Background: an optimization exercise with open tools, aiming at small area, a short achievable clock period and few clock cycles. Do not read the settings as production practice. In this exercise RTL edits were held to simulation tests only and were not proved equivalent to the original. No activity file was given, so power comes from the tool's default toggle rates.

==> design/flow/design.v <==
module hcpu_alu (
    input  wire [4:0]  op,
    input  wire [31:0] a,       
    input  wire [31:0] b,       
    input  wire        cin,     
    output reg  [31:0] y,
    output reg         cout,
    output reg         valid
);
    wire [32:0] add_s = {1'b0, a} + {1'b0, b} + {32'd0, cin};
    wire [32:0] sub_s = {1'b0, a} + {1'b0, ~b} + {32'd0, ~cin};
    wire [4:0]  n     = b[4:0];                  
    wire [63:0] rot   = {a, a} >> n;
    always @* begin
        y     = 32'd0;
        cout  = cin;
        valid = 1'b1;
        case (op)
            5'h10: {cout, y} = add_s;                                    
            5'h11: {cout, y} = sub_s;                                    
            5'h12: y = (a > b) ? 32'd1 : ((a == b) ? 32'd0 : 32'hFFFFFFFF);  
            5'h13: y = a & b;                                            
            5'h14: y = a | b;                                            
            5'h15: y = ~a;                                               
            5'h16: y = a >> n;                                           
            5'h17: y = a << n;                                           
            5'h18: y = $unsigned($signed(a) >>> n);                      
            5'h19: y = rot[31:0];                                        
            default: begin                                               
                y     = 32'd0;
                valid = 1'b0;
            end
        endcase
    end
endmodule
module hcpu_core (
    input  wire        clk,
    input  wire        rst,          
    output reg         mem_req,
    output reg         mem_we,
    output reg  [15:0] mem_addr,
    output reg  [1:0]  mem_size,     
    output reg  [31:0] mem_wdata,
    input  wire        mem_gnt,
    input  wire        mem_rvalid,
    input  wire [31:0] mem_rdata,
    output wire        halted,
    output wire        memfault
);
    localparam [31:0] STACK_BASE = 32'h0000_F000;
    localparam [15:0] IRQ_VECTOR = 16'h0040;
    localparam [2:0] ST_FETCH = 3'd0,
                     ST_EXEC  = 3'd1,
                     ST_MWAIT = 3'd2,
                     ST_DISP  = 3'd3,
                     ST_HALT  = 3'd4,
                     ST_FAULT = 3'd5;
    reg [2:0] state;
    reg [31:0] r [1:5];          
    reg [31:0] sp;
    reg [15:0] pc;
    reg        f_store_reg, f_wfi;
    reg        carry;
    reg [15:0] imask, ipend;
    reg        skip;             
    reg [2:0]  ld_rd;
    reg [1:0]  ld_size;
    reg        ld_pop;
    reg        ld_over;          
    wire [15:0] hi   = mem_rdata[15:0];
    wire [15:0] lo   = mem_rdata[31:16];
    wire [4:0]  op   = hi[15:11];
    wire [2:0]  rd   = hi[10:8];
    wire [2:0]  ra   = hi[7:5];
    wire [2:0]  rb   = hi[4:2];
    wire [1:0]  mode = hi[1:0];
    function [31:0] rf_read(input [2:0] idx);
        case (idx)
            3'd0:    rf_read = 32'd0;
            3'd6:    rf_read = sp;
            3'd7:    rf_read = {16'd0, pc};
            default: rf_read = r[idx];
        endcase
    endfunction
    wire [31:0] op1 = rf_read(ra);
    reg  [31:0] op2;
    always @* begin
        case (mode)
            2'b00:   op2 = rf_read(rb);
            2'b01:   op2 = {{29{rb[2]}}, rb};
            2'b10:   op2 = {{16{lo[15]}}, lo};
            default: op2 = 32'd0;               
        endcase
    end
    wire is_mem  = (op[4:3] == 2'b00);
    wire is_alu  = (op >= 5'h0F);
    wire [31:0] alu_y;
    wire        alu_c, alu_valid;
    hcpu_alu u_alu (
        .op(op), .a(op1), .b(op2), .cin(carry),
        .y(alu_y), .cout(alu_c), .valid(alu_valid)
    );
    wire ifault = (mode == 2'b11) || (is_alu && !alu_valid);
    wire        idx_ok   = (op1[31:4] == 28'd0);
    wire [3:0]  idx      = op1[3:0];
    wire        mask_bit = idx_ok & imask[idx];
    wire        acc_sp   = (op[2:1] == 2'b11);                  
    wire [31:0] acc_addr = acc_sp ? sp : op1;
    wire        acc_we   = (op[2:0] >= 3'd3) && (op[2:0] <= 3'd6);
    reg  [1:0]  acc_size;
    always @* begin
        case (op[2:0])
            3'd0, 3'd3: acc_size = 2'd0;
            3'd1, 3'd4: acc_size = 2'd1;
            default:    acc_size = 2'd2;
        endcase
    end
    wire acc_ok = (acc_addr[31:16] == 16'd0) &&
                  ((acc_size == 2'd0) ||
                   (acc_size == 2'd1 && acc_addr[15:0] != 16'hFFFF) ||
                   (acc_addr[15:2] != 14'h3FFF) || (acc_addr[1:0] == 2'd0));
    wire disp_ok = (sp[31:16] == 16'd0) && ((sp[15:2] != 14'h3FFF) || (sp[1:0] == 2'd0));
    reg [31:0] load_val;
    always @* begin
        case (ld_size)
            2'd0:    load_val = {24'd0, mem_rdata[7:0]};
            2'd1:    load_val = {16'd0, mem_rdata[15:0]};
            default: load_val = mem_rdata;
        endcase
    end
    wire [16:0] pc_p2  = {1'b0, pc} + 17'd2;
    wire [16:0] pc_p4  = {1'b0, pc} + 17'd4;
    wire [16:0] pc_seq = (mode == 2'b10) ? pc_p4 : pc_p2;
    wire        seq_over = (pc_seq > 17'h0FFFC);
    wire        p2_over  = (pc_p2 > 17'h0FFFC);
    wire irq    = (imask & ipend) != 16'd0;
    wire fresh  = mem_rvalid && !skip;        
    wire run    = !irq && !f_wfi;             
    wire is_mskr = (op == 5'h0B) || (op == 5'h0D);
    wire sets_sr = is_mskr || (is_alu && alu_valid);
    reg  [31:0] res;
    always @* begin
        if (is_mskr)                  res = {31'd0, mask_bit};
        else if (is_alu && alu_valid) res = alu_y;
        else                          res = 32'd0;
    end
    wire wb_en   = sets_sr || f_store_reg;
    wire bnz_tk  = (op == 5'h08) && (op1 != 32'd0);
    always @* begin
        mem_req   = 1'b0;
        mem_we    = 1'b0;
        mem_addr  = pc;
        mem_size  = 2'd2;
        mem_wdata = op2;
        case (state)
            ST_FETCH: mem_req = 1'b1;
            ST_EXEC: begin
                mem_req = fresh && !irq;
                if (f_wfi) begin
                    mem_addr = pc_p2[15:0];
                end else if (is_mem) begin
                    mem_we   = acc_we && acc_ok;
                    mem_addr = acc_addr[15:0];
                    mem_size = acc_size;
                end else begin
                    mem_addr = pc_seq[15:0];
                end
            end
            ST_MWAIT: mem_req = mem_rvalid && (ld_rd != 3'd7) && !ld_over;
            ST_DISP: begin
                mem_req   = 1'b1;
                mem_we    = 1'b1;
                mem_addr  = sp[15:0];
                mem_wdata = {16'd0, pc};
            end
            default: ;
        endcase
    end
    assign halted   = (state == ST_HALT);
    assign memfault = (state == ST_FAULT);
    task automatic reg_write(input [2:0] i, input [31:0] v);
        begin
            case (i)
                3'd0, 3'd7: ;                
                3'd6: sp <= v;
                default: r[i] <= v;
            endcase
        end
    endtask
    task automatic jump(input [31:0] t, input stale);
        begin
            pc <= t[15:0];
            if (t > 32'h0000_FFFC) begin
                state <= ST_HALT;
            end else begin
                state <= ST_FETCH;
                skip  <= stale;
            end
        end
    endtask
    integer k;
    always @(posedge clk) begin
        if (rst) begin
            state       <= ST_FETCH;
            for (k = 1; k <= 5; k = k + 1) r[k] <= 32'd0;
            sp          <= STACK_BASE;
            pc          <= 16'd0;
            f_store_reg <= 1'b0;
            f_wfi       <= 1'b0;
            carry       <= 1'b0;
            imask       <= 16'h0001;
            ipend       <= 16'h0000;
            skip        <= 1'b0;
            ld_rd       <= 3'd0;
            ld_size     <= 2'd0;
            ld_pop      <= 1'b0;
            ld_over     <= 1'b0;
        end else begin
            case (state)
                ST_FETCH: begin
                    if (mem_rvalid) skip <= 1'b0;
                    if (mem_gnt) state <= ST_EXEC;
                end
                ST_EXEC: begin
                    if (mem_rvalid && skip) begin
                        skip <= 1'b0;
                    end else if (mem_rvalid) begin
                        if (irq) begin
                            state <= disp_ok ? ST_DISP : ST_FAULT;
                        end else if (f_wfi) begin
                            pc <= pc_p2[15:0];
                            if (p2_over)      state <= ST_HALT;
                            else if (!mem_gnt) state <= ST_FETCH;
                        end else if (is_mem) begin
                            if (!acc_ok) begin
                                state <= ST_FAULT;
                            end else if (!mem_gnt) begin
                                state <= ST_FETCH;
                            end else begin
                                if (mode == 2'b11) ipend[0] <= 1'b1;
                                pc <= pc_seq[15:0];
                                if (acc_we) begin
                                    if (op[2:0] == 3'd6) sp <= sp + 32'd4;
                                    if (f_store_reg) reg_write(rd, 32'd0);
                                    if (f_store_reg && rd == 3'd7) jump(32'd0, 1'b0);
                                    else state <= seq_over ? ST_HALT : ST_FETCH;
                                end else begin
                                    ld_rd   <= rd;
                                    ld_size <= acc_size;
                                    ld_pop  <= (op[2:0] == 3'd7);
                                    ld_over <= seq_over;
                                    state   <= ST_MWAIT;
                                end
                            end
                        end else begin
                            if (ifault) ipend[0] <= 1'b1;
                            case (op)
                                5'h09: f_wfi <= 1'b1;
                                5'h0A: if (idx_ok) imask[idx] <= (op2 != 32'd0);
                                5'h0C: if (idx_ok) ipend[idx] <= (op2 != 32'd0);
                                default: ;
                            endcase
                            if (is_alu && alu_valid) carry <= alu_c;
                            if (sets_sr) f_store_reg <= 1'b1;
                            if (wb_en) reg_write(rd, res);
                            if (op == 5'h0E) begin
                                state <= ST_HALT;
                            end else if (wb_en && rd == 3'd7) begin
                                jump(res, mem_gnt);
                            end else if (bnz_tk) begin
                                jump(op2, mem_gnt);
                            end else begin
                                pc <= pc_seq[15:0];
                                if (seq_over)      state <= ST_HALT;
                                else if (!mem_gnt) state <= ST_FETCH;
                            end
                        end
                    end
                end
                ST_MWAIT: begin
                    if (mem_rvalid) begin
                        if (ld_pop) sp <= sp - 32'd4;
                        f_store_reg <= 1'b1;
                        reg_write(ld_rd, load_val);
                        if (ld_rd == 3'd7)  jump(load_val, 1'b0);
                        else if (ld_over)   state <= ST_HALT;
                        else                state <= mem_gnt ? ST_EXEC : ST_FETCH;
                    end
                end
                ST_DISP: begin
                    if (mem_gnt) begin
                        sp    <= sp - 32'd4;
                        pc    <= IRQ_VECTOR;
                        f_wfi <= 1'b0;
                        state <= ST_FETCH;
                    end
                end
                ST_HALT:  state <= ST_HALT;
                ST_FAULT: state <= ST_FAULT;
                default:  state <= ST_FAULT;
            endcase
        end
    end
endmodule
==> design/flow/run.sh <==
#!/bin/bash
# synth_recipe.tcl (not shown) runs the flow's synth.tcl, then flattens the netlist and writes it again
# the make line also repeats each setting of config.mk as NAME=value (left out here)
make -C /OpenROAD-flow-scripts/flow DESIGN_CONFIG=/design/flow/config.mk WORK_HOME=/design/flow/orfs CLKGATE_MAP_FILE= SYNTH_SCRIPT=/design/flow/synth_recipe.tcl finish
==> design/flow/config.mk <==
export PLATFORM = sky130hd
export DESIGN_NAME = hcpu_core
export DESIGN_NICKNAME = hcpu_core
export VERILOG_FILES = /design/flow/design.v
export SDC_FILE = /design/flow/constraint.sdc
export NUM_CORES = 4
export LEC_CHECK = 0
export CAP_MARGIN = 20
export CORE_MARGIN = 2
export CORE_UTILIZATION = 30
export SLEW_MARGIN = 20
==> design/flow/constraint.sdc <==
create_clock -name core_clock -period 10.0 [get_ports {clk}]
set_input_delay 2.0000 -clock core_clock [delete_from_list [all_inputs] [get_ports {clk}]]
set_output_delay 2.0000 -clock core_clock [all_outputs]
set_load 0.01 [all_outputs]
==> flow_summary.json <==
{
  "seq_area_frac_synth_pct": 22.6,
  "drt-initial-drc-count": 5744,
  "cts_buffer_depth": 3,
  "powerDensity_nw_per_um2": 137,
  "fillers": 10500,
  "grt_pass1_vias": 32700,
  "synthTopCellsByCount": "522 x nor2_1, 367 x nand2_1, 306 x a21oi_1",
  "fin_crit_sh_pct": 87.8,
  "die_x_um": 320,
  "critPathLaunchType": "input port",
  "synth_most_common_cell": "nor2_1",
  "end_kind": "register",
  "synthXorXnorAreaFrac_pct": 3.19,
  "num_rows": 115,
  "yosys-top-cells-area": "edfxtp_1 16%, nor2_1 6.6%, dfxtp_1 6.3%, a21oi_1 5.1%, mux2i_1 5.1%",
  "dp_hpwl_um": 138000,
  "ys_dominant_reg_cell": "edfxtp_1",
  "max_freq_ghz": 0.114,
  "yosysTopAreaCell": "edfxtp_1",
  "cap_violations": 0,
  "min_period_ns": 8.78,
  "ys_warn_count": 2,
  "switching_share_pct": 45.3,
  "hold_class": "register to register",
  "clockPowerShare_pct": 25.5,
  "synth-edff-count": 162,
  "grt_pass1_wl_um": 253000,
  "drive_above_1_share_pct": 11.0,
  "cts_max_level": 1,
  "slew_headroom_pct": 12.5,
  "worstSetupPathType": "input port to register",
  "largest_register": "r",
  "post-route-drc-count": 0,
  "clock-sinks": 256,
  "combPwrFrac_pct": 47.1,
  "arrival_ns": 9.27,
  "place_congestion": 1.11,
  "synthesis.area_um2": 29900,
  "cts_resized": 0,
  "dr.pass1.iters": 6,
  "nets": 4101,
  "cts_root_buffer": "clkbuf_16",
  "rsz0062_at_grt": "false",
  "path_max_fanout": 22,
  "ant_nets": 0,
  "grt_usage_pct": 34.0,
  "synth_compound_area_share_pct": 29.8,
  "synthArstFlopShare_pct": 0,
  "dieArea_um2": 102000,
  "avgSynthCellArea_um2": 7.52,
  "reg_top3": "r (162), sp (32)",
  "avgRoutedWirePerCell_um": 34.3,
  "synth_top_cell_area_share_pct": 16.3,
  "netlist_instances": 3977,
  "cts_hold_buf": 0,
  "largest_reg_flops": 162,
  "synth_cell_types": 102,
  "cts_tree": "built",
  "clk_latency_ns": 0.62,
  "hold_violations": 0,
  "vias": 35600,
  "core_um2": 98600,
  "numCtsBuffers": 31,
  "hold_ws_ns": 0.502,
  "clk_pin_slew_ns": 0.07,
  "antenna_found_initial": 12,
  "synthSimpleGateAreaFrac_pct": 22.7,
  "synth.area.mux_share_pct": 10.6,
  "synth_top_family_by_area": "compound AO/OA/AOI/OAI gates",
  "drt_wl_total_um": 181000,
  "vias_per_cell": 6.77,
  "synthAdderAreaFrac_pct": 4.66,
  "outcome": "timing/DRC/antenna clean",
  "p_sw_mw": 2.08,
  "io_pins": 90,
  "initial_core_util_pct": 30.3,
  "ys_ff_latch": 256,
  "finalMaxSlewViolations": 0,
  "ir_drop_uv": 138,
  "setup-violations-final": 0,
  "grt_max_degree": 67,
  "post_cts_buffers": 0,
  "p_int_mw": 2.51,
  "synthToLayoutAreaGrowth_pct": 12.5,
  "finClkSkew_ns": 0.0419,
  "finalSetupTns_ns": 0,
  "die_h_um": 320,
  "grt_overflow": 0,
  "tightest_slew_ns": 1.30,
  "port_buffers": 89,
  "p_leak_nw": 12.2,
  "p_seq_share_pct": 27.4,
  "required_ns": 10.49
}
-- metal layers --
layer	vias to the layer above	part of all wire (%)	track usage (%)
met4	18	7.5	20.0
met3	644	12	8.48
met1	17300	39	44.3
li1	15000	-	-
met2	2675	42	50.7
met5	-	0.069	0
-- stage by stage --
stage               setup slack (ns)  total power [mW]  utilization (%)  area [µm²]  std cells
floorplan                       1.99              2.45                -       29900       3978
global placement               0.792              3.34             33.1       32600       5209
detailed placement             0.904              3.32             33.1       32600       5209
CTS                             1.53              4.49             34.1       33600       5263
global route                   0.949              4.70             34.1       33600       5265
finish                          1.22              4.60             34.1       33600       5267
-- critical path: stages --
cell and delay, ns:
clkdlybuf4s50_1 0.56, buf_4 0.30, nor2b_2 0.15, buf_4 0.29, a22o_1 0.41, a211o_1 0.71, a31o_2 0.32, inv_1 0.12
fa_1 0.40, nand2b_1 0.19, a21oi_1 0.30, o21ai_0 0.24, nand4_1 0.18, nand2_1 0.12, o21ai_0 0.55, a211oi_1 0.20
nor2_1 0.14, nor2_1 0.05, o311ai_0 0.40, o211ai_1 0.44, nor4_1 0.58, and4b_1 0.48, o41ai_1 0.10
-- final timing paths --
kind	cells after the start	end	from	slack [ns]
min reg2reg	2	ld_size[0]	ld_size[0]	0.50
min	2	ld_size[0]	ld_size[0]	0.50
max	23	state[2]	mem_rdata[0]	1.22
max reg2reg	19	state[2]	sp[2]	2.80
-- area by class of cell --
| type | count | area, µm² | share of cell area, % |
|---|---|---|---|
| antenna | 3 | 7.51 | 0.0223 |
| clock buffer | 36 | 795 | 2.36 |
| clock inverter | 18 | 223 | 0.662 |
| inverter | 124 | 465 | 1.38 |
| multi-input combinational | 3240 | 21300 | 63.3 |
| sequential | 256 | 6750 | 20.1 |
| tap | 1287 | 1610 | 4.79 |
| timing repair buffer | 303 | 2490 | 7.40 |
-- cell families (layout without fill, tap and decap cells) --
| logic type | Yosys count | in the layout |
|---|---|---|
| buffers and inverters | 482 | 481 |
| AOI/OAI and AO/OA | 1294 | 1294 |
| DFF | 256 | 256 |
| muxes | 257 | 257 |
| xor gates and xnor gates | 109 | 109 |
| adders and majority gates | 109 | 109 |
| and+or+nand+nor | 1469 | 1469 |
| other | 1 | 5 |
-- power groups by stage --
stage	sequential (mW)	combinational, mW	clock [mW]
CTS	1.25	2.05	1.18
finish	1.26	2.17	1.17
detailed placement	1.27	2.05	0
global placement	1.27	2.07	0
global route	1.26	2.23	1.22
floorplan	1.21	1.24	0
-- placed cells by master, fill, tap and decap left out, drive strengths merged, types with 66 or more instances in the layout --
cell type      netlist  routed
nor2               525     525
nand2              369     369
a21oi              307     307
buf                109     222
o21ai              197     197
edfxtp             162     162
mux2i              153     153
nand3              130     130
inv                117     121
ha                 105     105
o211ai             101     101
a221oi              96      96
nor3                95      95
dfxtp               94      94
a211oi              82      82
clkdlybuf4s50        0      81
a22oi               74      74
xnor2               66      66
Testbench counts, summed over its fixed seeds: cycles 98,723.

-- static timing again, ports no longer ideal --
Ports are ideal in the flow. The routed layout listed here was re-timed in OpenROAD. Step 1, drivers: a clkbuf_16 drives clk and a buf_2 each remaining input, both assumed. Step 2 times the ports against the registers' clock, not the clock port: input delays grow and output delays shrink by t, the midpoint of the rising clock arrivals with the driver on. Slacks: ideal / step 1 / step 2; pairs: ideal / step 1.
t (ns): 0.660
setup WS [ns]: 1.225 / 1.268 / 0.608
worst setup path at the end: input to register
worst data-port slew with drivers (ns): 0.05
cell pins on the clock port's net: 1
After both steps this run still meets setup and hold. The setup slack of this run moves by +0.043 ns with the drivers and by -0.617 ns with both steps.
